What follows belongs to an exercise in optimizing a design on an open flow for small area, a short achievable clock period and few clock cycles; a production flow would make more cautious choices. RTL that was checked went through simulation tests only; none was proved equivalent to the original.

==> 01-25: inputs <==
==> flow/design.v <==
module alu_core (
    input  wire        clk,
    input  wire        rst,         
    input  wire        cmd_valid,
    output wire        cmd_ready,
    input  wire [31:0] cmd,
    input  wire [3:0]  rd_idx,
    output wire [15:0] rd_data,
    output wire [3:0]  flags        
);
    function [16:0] add16(input [15:0] x, input [15:0] y, input ci);
        reg [15:0] p, g, P, G;
        integer l, k;
        begin
            p = x ^ y; g = x & y;
            G = g; P = p;
            G[1] = g[1] | ((p[1] & x[0]) & y[0]);
            P[1] = p[1] & p[0];
            for (k = 15; k >= 2; k = k - 1) begin
                G[k] = G[k] | (P[k] & G[k-1]);
                P[k] = P[k] & P[k-1];
            end
            for (l = 2; l < 16; l = l * 2)
                for (k = 15; k >= l; k = k - 1) begin
                    G[k] = G[k] | (P[k] & G[k-l]);
                    P[k] = P[k] & P[k-l];
                end
            add16 = {G[15], p ^ {G[14:0], 1'b0}};
        end
    endfunction
    function [17:0] add17(input [16:0] x, input [16:0] y, input ci);
        reg [16:0] p, g, P, G;
        integer l, k;
        begin
            p = x ^ y; g = x & y;
            G = g; P = p;
            G[0] = g[0] | (p[0] & ci);
            for (l = 1; l < 17; l = l * 2)
                for (k = 16; k >= l; k = k - 1) begin
                    G[k] = G[k] | (P[k] & G[k-l]);
                    P[k] = P[k] & P[k-l];
                end
            add17 = {G[16], p ^ {G[15:0], ci}};
        end
    endfunction
    reg [255:0] rf;                 
    reg         cf, zf, sf, of;
    assign rd_data = rf[16*rd_idx +: 16];
    assign flags   = {of, sf, zf, cf};
    reg        busy;
    reg        mode_div;            
    reg        wr_rem;              
    reg [2:0]  cnt;                 
    reg [3:0]  da, dc, dd;          
    reg [15:0] opa;                 
    reg [15:0] opb;                 
    reg [15:0] rem;                 
    assign cmd_ready = !busy;
    wire [3:0]  op  = cmd[31:28];
    wire [3:0]  fa  = cmd[27:24];
    wire [3:0]  fb  = cmd[23:20];
    wire [3:0]  fc  = cmd[19:16];
    wire [3:0]  fd  = cmd[15:12];
    wire [15:0] imm = cmd[15:0];
    reg word_ok;
    always @(*) begin
        case (op)
            4'h1, 4'h2, 4'hE: word_ok = (cmd[19:0] == 20'd0);
            4'h3:             word_ok = (cmd[11:0] == 12'd0);
            4'h4:             word_ok = (cmd[7:0] == 8'd0);
            4'h5, 4'h6:       word_ok = (cmd[23:0] == 24'd0);
            4'h7, 4'hD:       word_ok = (cmd[15:0] == 16'd0);
            4'h8, 4'h9, 4'hA, 4'hB, 4'hC: word_ok = 1'b1;
            4'hF:             word_ok = (cmd[23:16] == 8'd0);
            default:          word_ok = 1'b0;
        endcase
    end
    wire acc = cmd_valid && !busy && word_ok && !rst;
    wire isADD = (op == 4'h1), isSUB = (op == 4'h2), isMUL = (op == 4'h3),
         isDIV = (op == 4'h4), isINC = (op == 4'h5), isDEC = (op == 4'h6),
         isNEG = (op == 4'h7), isSHL = (op == 4'h8), isSHR = (op == 4'h9),
         isSAR = (op == 4'hA), isROL = (op == 4'hB), isROR = (op == 4'hC),
         isCMP = (op == 4'hD), isMOV = (op == 4'hE), isLDI = (op == 4'hF);
    wire isSH  = isSHL | isSHR | isSAR;
    wire isROT = isROL | isROR;
    wire [15:0] A = rf[16*fa +: 16];
    wire [15:0] B = rf[16*fb +: 16];
    wire a_z = (A == 16'd0);
    wire b_z = (B == 16'd0), b_1 = (B == 16'd1);
    wire x_inv  = isSUB | isCMP | isDIV | isINC;
    wire y_b    = isADD | isSUB | isCMP | isDIV;
    wire y_ones = isINC | isDEC | isNEG;
    wire r_inv  = isSUB | isCMP | isINC | isNEG;
    wire [15:0] X = A ^ {16{x_inv}};
    wire [15:0] Y = ({16{y_b}} & B) | {16{y_ones}};
    wire [16:0] t = add16(X, Y, 1'b0);
    wire [15:0] R = t[15:0] ^ {16{r_inv}};
    wire        c16 = t[16];
    wire        a_lt_b = c16;                         
    wire [15:0] pxy = X ^ Y;
    wire        t_z = (pxy == {(X[14:0] | Y[14:0]), 1'b0});
    wire        t_f = &pxy;
    wire        r_z = r_inv ? t_f : t_z;
    wire        add_of = isADD ? ((A[15] ~^ B[15]) & (R[15] ^ A[15])) :
                         (isSUB | isCMP) ? ((A[15] ^ B[15]) & (R[15] ^ A[15])) :
                         isINC ? (!A[15] & R[15]) :
                         (A[15] & (isDEC ^ R[15]));    
    wire        n16   = |imm[15:4];                   
    wire [3:0]  amt   = isSH  ? (n16 ? 4'd0 : imm[3:0]) :
                        isROT ? imm[3:0] : 4'd0;
    wire        left  = isSHL | isROL;
    wire [3:0]  r     = left ? (4'd0 - amt) : amt;
    wire [31:0] rr    = {A, A} >> r;
    wire [15:0] rot   = rr[15:0];
    reg  [15:0] thr;                                  
    integer m;
    always @(*)
        for (m = 0; m < 16; m = m + 1)
            thr[m] = n16 | (m < imm[3:0]);
    wire [15:0] thr_rev;
    genvar g;
    generate for (g = 0; g < 16; g = g + 1) begin : g_rev
        assign thr_rev[g] = thr[15-g];
    end endgenerate
    wire [15:0] fillm = ({16{isSHL}} & thr) | ({16{isSHR | isSAR}} & thr_rev);
    wire        fillv = isSAR & A[15];
    wire [15:0] sh    = (rot & ~fillm) | ({16{fillv}} & fillm);
    wire        sh_nz = isSH ? (n16 | (imm[3:0] != 4'd0)) : (imm[3:0] != 4'd0);
    wire        sh_cf = sh_nz & (left ? rot[0] : rot[15]);
    wire        k1    = (imm[3:0] == 4'd1);
    wire        sh_of = isSHL ? ((imm == 16'd1) & (sh[15] ^ sh_cf)) :
                        isROL ? (k1 & (sh[15] ^ sh_cf)) :
                        isROR ? (k1 & (sh[15] ^ sh[14])) : 1'b0;
    wire mul_z    = a_z | b_z;                        
    wire div_now  = b_z | a_z;                        
    wire div_one  = !b_z & !a_z & (b_1 | a_lt_b);     
    wire div_skip = ({2'd0, A[15:2]} < B);            
    wire div_run  = !b_z & !a_z & !b_1 & !a_lt_b;     
    wire sel_r   = isADD | isSUB | isCMP | isINC | isDEC | isNEG;
    wire sel_sh  = isSH | isROT | (isDIV & b_1);
    wire [15:0] w_acc = ({16{sel_r}} & R) | ({16{sel_sh}} & sh)
                      | ({16{isMOV}} & B) | ({16{isLDI}} & imm);
    wire [15:0] prod = opa * opb;
    wire [16:0] r1   = {rem, opa[15]};
    wire [17:0] d1   = add17(r1, {1'b1, ~opb}, 1'b1);
    wire        ge1  = d1[17];
    wire [15:0] rem1 = ge1 ? d1[15:0] : r1[15:0];
    wire [15:0] dq1  = {opa[14:0], ge1};
    wire [16:0] r2   = {rem1, dq1[15]};
    wire [17:0] d2   = add17(r2, {1'b1, ~opb}, 1'b1);
    wire        ge2  = d2[17];
    wire [15:0] remN = ge2 ? d2[15:0] : r2[15:0];
    wire [15:0] dqN  = {dq1[14:0], ge2};
    wire fin_q = busy && !wr_rem && (cnt == 3'd0);    
    wire fin_r = busy && wr_rem;                      
    wire [15:0] w = !busy ? w_acc : wr_rem ? rem : mode_div ? dqN : prod;
    wire wa = acc & (isADD | isSUB | isINC | isDEC | isNEG | isSH | isROT | isMOV | isLDI
                     | isMUL | isDIV);
    wire wb = acc & isNEG;
    wire wc = acc & (isCMP | isSH | isROT | isMUL | (isDIV & !b_z));
    wire wd = acc & isDIV & !b_z;
    reg [15:0] we;
    integer i;
    always @(*) begin
        for (i = 0; i < 16; i = i + 1)
            we[i] = rst
                  | (wa & (fa == i)) | (wb & (fb == i)) | (wc & (fc == i)) | (wd & (fd == i))
                  | (fin_q & ((da == i) | (mode_div & (dc == i))))
                  | (fin_r & (dd == i));
    end
    wire [15:0] wdat = rst ? 16'd0 : w;
    wire fl_we = acc & !isMOV & !isLDI;
    wire cf_we = fl_we & !isINC & !isDEC;
    wire sh_z  = (sh == 16'd0);
    wire zf_nx = isMUL | (isDIV ? (b_z | a_z | (!b_1 & a_lt_b)) :
                          (isSH | isROT) ? sh_z : r_z);
    wire sf_nx = isDIV ? (b_1 & A[15]) : (isSH | isROT) ? sh[15] : (R[15] & !isMUL);
    wire cf_nx = ((isADD | isSUB | isCMP) & c16) | (isNEG & !a_z)
               | ((isSH | isROT) & sh_cf) | (isMUL & A[0]) | (isDIV & b_z);
    wire of_nx = ((isADD | isSUB | isCMP | isINC | isDEC | isNEG) & add_of)
               | ((isSH | isROT) & sh_of) | (isMUL & A[0]) | (isDIV & b_z);
    always @(posedge clk) begin
        for (i = 0; i < 16; i = i + 1)
            if (we[i]) rf[16*i +: 16] <= wdat;
        if (rst) begin
            cf <= 1'b0; zf <= 1'b0; sf <= 1'b0; of <= 1'b0;
        end else if (fl_we) begin
            zf <= zf_nx; sf <= sf_nx; of <= of_nx;
            if (cf_we) cf <= cf_nx;
        end
    end
    always @(posedge clk) begin
        if (rst) begin
            busy <= 1'b0;
        end else if (busy) begin
            if (fin_r || (fin_q && !mode_div)) busy <= 1'b0;
        end else if (acc & ((isMUL & !mul_z) | (isDIV & (div_one | div_run)))) begin
            busy <= 1'b1;
        end
    end
    always @(posedge clk) begin
        if (!busy) begin
            mode_div <= isDIV;
            wr_rem   <= isDIV & !div_run;
            cnt      <= (isDIV & !div_skip) ? 3'd7 : 3'd0;
            da       <= fa;
            dc       <= fc;
            dd       <= fd;
            opa      <= (isDIV & div_skip) ? {A[1:0], 14'd0} : A;
            opb      <= B;
            rem      <= b_1 ? 16'd0 : a_lt_b ? A :
                        (isDIV & div_skip) ? {2'd0, A[15:2]} : 16'd0;
        end else begin
            cnt <= cnt - 3'd1;
            if (fin_q) wr_rem <= 1'b1;
            if (!wr_rem) begin
                opa <= dqN;
                rem <= remN;
            end
        end
    end
endmodule
==> flow/flow/run.sh <==
#!/bin/bash
# Standard ORFS layout, with the port buffers made from plain buffers (buf_4)
# instead of the delay cells buffer_ports picks by default, and with timing
# repair free to resize cells across footprints.
set -euo pipefail
export BUFFER_PORTS_ARGS="-buffer_cell sky130_fd_sc_hd__buf_4"
bash standard.sh MATCH_CELL_FOOTPRINT=0 "BUFFER_PORTS_ARGS=-buffer_cell sky130_fd_sc_hd__buf_4" finish > make_finish.log 2>&1
==> flow/standard.sh <==
#!/bin/bash
# synth_recipe.tcl (not shown) runs the flow's synth.tcl, then flattens the netlist and writes it again
# the make line also repeats each setting of config.mk as NAME=value (left out here)
make -C /OpenROAD-flow-scripts/flow DESIGN_CONFIG=/design/flow/config.mk WORK_HOME=/design/flow/orfs CLKGATE_MAP_FILE= SYNTH_SCRIPT=/design/flow/synth_recipe.tcl "${@:-finish}"
==> flow/config.mk <==
export PLATFORM = sky130hd
export DESIGN_NAME = alu_core
export DESIGN_NICKNAME = alu_core
export VERILOG_FILES = /design/flow/design.v
export SDC_FILE = /design/flow/constraint.sdc
export NUM_CORES = 4
export LEC_CHECK = 0
export CAP_MARGIN = 20
export CORE_MARGIN = 2
export CORE_UTILIZATION = 45
export PLACE_DENSITY = 0.6
export SETUP_SLACK_MARGIN = 4
export SLEW_MARGIN = 20
==> flow/constraint.sdc <==
create_clock -name core_clock -period 10.0 [get_ports {clk}]
set_input_delay 2.0000 -clock core_clock [delete_from_list [all_inputs] [get_ports {clk}]]
set_output_delay 2.0000 -clock core_clock [all_outputs]
set_load 0.01 [all_outputs]
==> 12-11 (differences from 01-25) <==
--- a/flow/design.v
+++ b/flow/design.v
@@ -8,24 +8,21 @@
     output wire [15:0] rd_data,
     output wire [3:0]  flags        
 );
+    reg [255:0] rf;                 
+    reg         cf, zf, sf, of;
     function [16:0] add16(input [15:0] x, input [15:0] y, input ci);
         reg [15:0] p, g, P, G;
         integer l, k;
         begin
             p = x ^ y; g = x & y;
             G = g; P = p;
-            G[1] = g[1] | ((p[1] & x[0]) & y[0]);
-            P[1] = p[1] & p[0];
-            for (k = 15; k >= 2; k = k - 1) begin
-                G[k] = G[k] | (P[k] & G[k-1]);
-                P[k] = P[k] & P[k-1];
-            end
-            for (l = 2; l < 16; l = l * 2)
+            G[0] = g[0] | (p[0] & ci);
+            for (l = 1; l < 16; l = l * 2)
                 for (k = 15; k >= l; k = k - 1) begin
                     G[k] = G[k] | (P[k] & G[k-l]);
                     P[k] = P[k] & P[k-l];
                 end
-            add16 = {G[15], p ^ {G[14:0], 1'b0}};
+            add16 = {G[15], p ^ {G[14:0], ci}};
         end
     endfunction
     function [17:0] add17(input [16:0] x, input [16:0] y, input ci);
@@ -43,8 +40,6 @@
             add17 = {G[16], p ^ {G[15:0], ci}};
         end
     endfunction
-    reg [255:0] rf;                 
-    reg         cf, zf, sf, of;
     assign rd_data = rf[16*rd_idx +: 16];
     assign flags   = {of, sf, zf, cf};
     reg        busy;
@@ -85,26 +80,20 @@
     wire isROT = isROL | isROR;
     wire [15:0] A = rf[16*fa +: 16];
     wire [15:0] B = rf[16*fb +: 16];
-    wire a_z = (A == 16'd0);
+    wire a_z = (A == 16'd0), a_1 = (A == 16'd1);
     wire b_z = (B == 16'd0), b_1 = (B == 16'd1);
-    wire x_inv  = isSUB | isCMP | isDIV | isINC;
-    wire y_b    = isADD | isSUB | isCMP | isDIV;
-    wire y_ones = isINC | isDEC | isNEG;
-    wire r_inv  = isSUB | isCMP | isINC | isNEG;
-    wire [15:0] X = A ^ {16{x_inv}};
-    wire [15:0] Y = ({16{y_b}} & B) | {16{y_ones}};
-    wire [16:0] t = add16(X, Y, 1'b0);
-    wire [15:0] R = t[15:0] ^ {16{r_inv}};
-    wire        c16 = t[16];
-    wire        a_lt_b = c16;                         
-    wire [15:0] pxy = X ^ Y;
-    wire        t_z = (pxy == {(X[14:0] | Y[14:0]), 1'b0});
-    wire        t_f = &pxy;
-    wire        r_z = r_inv ? t_f : t_z;
-    wire        add_of = isADD ? ((A[15] ~^ B[15]) & (R[15] ^ A[15])) :
-                         (isSUB | isCMP) ? ((A[15] ^ B[15]) & (R[15] ^ A[15])) :
-                         isINC ? (!A[15] & R[15]) :
-                         (A[15] & (isDEC ^ R[15]));    
+    wire use_xa = isADD | isSUB | isCMP | isINC | isDEC | isDIV;
+    wire use_yb = isADD | isSUB | isCMP | isDIV | isMUL | isMOV;
+    wire inv_y  = isSUB | isCMP | isDIV | isDEC | isNEG;
+    wire cin    = isSUB | isCMP | isDIV | isINC | isNEG;
+    wire [15:0] X = use_xa ? A : 16'd0;
+    wire [15:0] Y = (({16{use_yb}} & B) | ({16{isNEG}} & A) | ({16{isLDI}} & imm))
+                    ^ {16{inv_y}};
+    wire [16:0] sum = add16(X, Y, cin);
+    wire [15:0] s   = sum[15:0];
+    wire        c16 = sum[16];
+    wire        add_of = (X[15] ~^ Y[15]) & (s[15] ^ X[15]);
+    wire        a_lt_b = !c16;                        
     wire        n16   = |imm[15:4];                   
     wire [3:0]  amt   = isSH  ? (n16 ? 4'd0 : imm[3:0]) :
                         isROT ? imm[3:0] : 4'd0;
@@ -131,15 +120,14 @@
     wire        sh_of = isSHL ? ((imm == 16'd1) & (sh[15] ^ sh_cf)) :
                         isROL ? (k1 & (sh[15] ^ sh_cf)) :
                         isROR ? (k1 & (sh[15] ^ sh[14])) : 1'b0;
-    wire mul_z    = a_z | b_z;                        
-    wire div_now  = b_z | a_z;                        
-    wire div_one  = !b_z & !a_z & (b_1 | a_lt_b);     
+    wire mul_triv = a_z | b_z | a_1 | b_1;
+    wire div_triv = b_z | b_1 | a_lt_b;
     wire div_skip = ({2'd0, A[15:2]} < B);            
-    wire div_run  = !b_z & !a_z & !b_1 & !a_lt_b;     
-    wire sel_r   = isADD | isSUB | isCMP | isINC | isDEC | isNEG;
-    wire sel_sh  = isSH | isROT | (isDIV & b_1);
-    wire [15:0] w_acc = ({16{sel_r}} & R) | ({16{sel_sh}} & sh)
-                      | ({16{isMOV}} & B) | ({16{isLDI}} & imm);
+    wire div_nt   = isDIV & !div_triv;
+    wire sel_sum = isADD | isSUB | isCMP | isINC | isDEC | isNEG | isMOV | isLDI
+                 | (isMUL & a_1 & !b_1);
+    wire sel_sh  = isSH | isROT | isDIV | (isMUL & b_1);
+    wire [15:0] w1_acc = ({16{sel_sum}} & s) | ({16{sel_sh}} & sh);
     wire [15:0] prod = opa * opb;
     wire [16:0] r1   = {rem, opa[15]};
     wire [17:0] d1   = add17(r1, {1'b1, ~opb}, 1'b1);
@@ -153,35 +141,38 @@
     wire [15:0] dqN  = {dq1[14:0], ge2};
     wire fin_q = busy && !wr_rem && (cnt == 3'd0);    
     wire fin_r = busy && wr_rem;                      
-    wire [15:0] w = !busy ? w_acc : wr_rem ? rem : mode_div ? dqN : prod;
-    wire wa = acc & (isADD | isSUB | isINC | isDEC | isNEG | isSH | isROT | isMOV | isLDI
-                     | isMUL | isDIV);
-    wire wb = acc & isNEG;
-    wire wc = acc & (isCMP | isSH | isROT | isMUL | (isDIV & !b_z));
-    wire wd = acc & isDIV & !b_z;
-    reg [15:0] we;
+    wire [15:0] w1 = !busy ? w1_acc : wr_rem ? rem : mode_div ? dqN : prod;
+    wire wa  = acc & (isADD | isSUB | isINC | isDEC | isNEG | isSH | isROT | isMOV | isLDI
+                      | (isMUL & mul_triv) | (isDIV & !b_z & b_1));
+    wire wb  = acc & isNEG;
+    wire wc  = acc & (isCMP | isSH | isROT | (isDIV & !b_z & b_1));
+    wire wd  = acc & isDIV & !b_z & !b_1 & a_lt_b;
+    wire za  = acc & isDIV & (b_z | (!b_1 & a_lt_b));
+    wire zc  = acc & ((isDIV & !b_z & !b_1 & a_lt_b) | isMUL);
+    wire zd  = acc & isDIV & !b_z & b_1;
+    reg [15:0] e1, z;
     integer i;
     always @(*) begin
-        for (i = 0; i < 16; i = i + 1)
-            we[i] = rst
-                  | (wa & (fa == i)) | (wb & (fb == i)) | (wc & (fc == i)) | (wd & (fd == i))
+        for (i = 0; i < 16; i = i + 1) begin
+            e1[i] = (wa & (fa == i)) | (wb & (fb == i)) | (wc & (fc == i)) | (wd & (fd == i))
                   | (fin_q & ((da == i) | (mode_div & (dc == i))))
                   | (fin_r & (dd == i));
-    end
-    wire [15:0] wdat = rst ? 16'd0 : w;
+            z[i]  = rst | (za & (fa == i)) | (zc & (fc == i)) | (zd & (fd == i));
+        end
+    end
     wire fl_we = acc & !isMOV & !isLDI;
     wire cf_we = fl_we & !isINC & !isDEC;
-    wire sh_z  = (sh == 16'd0);
-    wire zf_nx = isMUL | (isDIV ? (b_z | a_z | (!b_1 & a_lt_b)) :
-                          (isSH | isROT) ? sh_z : r_z);
-    wire sf_nx = isDIV ? (b_1 & A[15]) : (isSH | isROT) ? sh[15] : (R[15] & !isMUL);
-    wire cf_nx = ((isADD | isSUB | isCMP) & c16) | (isNEG & !a_z)
+    wire w1_z  = (w1_acc == 16'd0);
+    wire zf_nx = isMUL | (isDIV ? (b_z | (b_1 ? a_z : a_lt_b)) : w1_z);
+    wire sf_nx = (isDIV ? (!b_z & b_1 & A[15]) : w1_acc[15]) & !isMUL;
+    wire cf_nx = (isADD & c16) | ((isSUB | isCMP) & !c16) | (isNEG & !w1_z)
                | ((isSH | isROT) & sh_cf) | (isMUL & A[0]) | (isDIV & b_z);
     wire of_nx = ((isADD | isSUB | isCMP | isINC | isDEC | isNEG) & add_of)
                | ((isSH | isROT) & sh_of) | (isMUL & A[0]) | (isDIV & b_z);
     always @(posedge clk) begin
         for (i = 0; i < 16; i = i + 1)
-            if (we[i]) rf[16*i +: 16] <= wdat;
+            rf[16*i +: 16] <= ({16{e1[i] & !z[i]}} & w1)
+                            | ({16{!(e1[i] | z[i])}} & rf[16*i +: 16]);
         if (rst) begin
             cf <= 1'b0; zf <= 1'b0; sf <= 1'b0; of <= 1'b0;
         end else if (fl_we) begin
@@ -194,22 +185,21 @@
             busy <= 1'b0;
         end else if (busy) begin
             if (fin_r || (fin_q && !mode_div)) busy <= 1'b0;
-        end else if (acc & ((isMUL & !mul_z) | (isDIV & (div_one | div_run)))) begin
+        end else if (acc & ((isMUL & !mul_triv) | div_nt)) begin
             busy <= 1'b1;
         end
     end
     always @(posedge clk) begin
         if (!busy) begin
             mode_div <= isDIV;
-            wr_rem   <= isDIV & !div_run;
+            wr_rem   <= 1'b0;
             cnt      <= (isDIV & !div_skip) ? 3'd7 : 3'd0;
             da       <= fa;
             dc       <= fc;
             dd       <= fd;
             opa      <= (isDIV & div_skip) ? {A[1:0], 14'd0} : A;
             opb      <= B;
-            rem      <= b_1 ? 16'd0 : a_lt_b ? A :
-                        (isDIV & div_skip) ? {2'd0, A[15:2]} : 16'd0;
+            rem      <= (isDIV & div_skip) ? {2'd0, A[15:2]} : 16'd0;
         end else begin
             cnt <= cnt - 3'd1;
             if (fin_q) wr_rem <= 1'b1;
==> flow/run.sh (new file) <==
#!/bin/bash
# synth_recipe.tcl (not shown) runs the flow's synth.tcl, then flattens the netlist and writes it again
# the make line also repeats each setting of config.mk as NAME=value (left out here)
make -C /OpenROAD-flow-scripts/flow DESIGN_CONFIG=/design/flow/config.mk WORK_HOME=/design/flow/orfs CLKGATE_MAP_FILE= SYNTH_SCRIPT=/design/flow/synth_recipe.tcl finish
--- a/flow/config.mk
+++ b/flow/config.mk
@@ -9,5 +9,5 @@
 export CORE_MARGIN = 2
 export CORE_UTILIZATION = 45
 export PLACE_DENSITY = 0.6
-export SETUP_SLACK_MARGIN = 4
+export SETUP_SLACK_MARGIN = 3
 export SLEW_MARGIN = 20
removed: flow/flow/run.sh
removed: flow/standard.sh
==> flow_metrics.tcl <==
set metrics [dict create \
    grt_use_met3 0.0563 \
    status "complete, no violations" \
    slowest_delay_ns 0.70 \
    viasPerCell 6.52 \
    synth.cell_area_um2 28400 \
    top_layer_used "met4" \
]
Source of the figures above: 12-11

==> flow_metrics.tcl <==
set metrics [dict create \
    slowest_delay_ns 0.67 \
    synth.cell_area_um2 27600 \
    status "complete, no violations" \
    worst_slack_ns 4.02 \
    viasPerCell 6.72 \
    grt_use_met3 0.0580 \
    syn_nets 2668 \
]
Source of the figures above: 01-25

Testbench counts of 01-25, summed over its fixed seeds: cycles 5,283.
Only the layout flow was run in 12-11; the RTL was not checked for function there.

-- what the ideal ports hide --
The results above use ideal ports. As a check the final layouts listed here were re-extracted and re-timed, cells and wires unchanged. Step 1 sets driving cells, clkbuf_16 on the clock port and buf_2 on the other inputs (assumed; they add their load-dependent delay and slew). Step 2, shift: input delay + t, output delay - t, t = (earliest + latest rising clock arrival at the registers) / 2. This alone moves slack from input paths to output paths. Three values: ideal, step 1, step 2; two values: the first two.
run	t, ns	slack for setup (ns)	worst hold slack (ns)	worst register clock-pin slew, ns	worst slew at a driven data input, ns
01-25	0.617	4.021 / 3.871 / 3.254	0.458 / 0.458 / 0.458	0.07 / 0.07	0.23
12-11	0.628	3.051 / 2.931 / 2.303	0.455 / 0.455 / 0.455	0.06 / 0.06	0.24
After both steps setup and hold are still met in every run listed. The setup slack of 01-25, which loses most, moves by -0.150 ns with the drivers and by -0.767 ns with both steps.
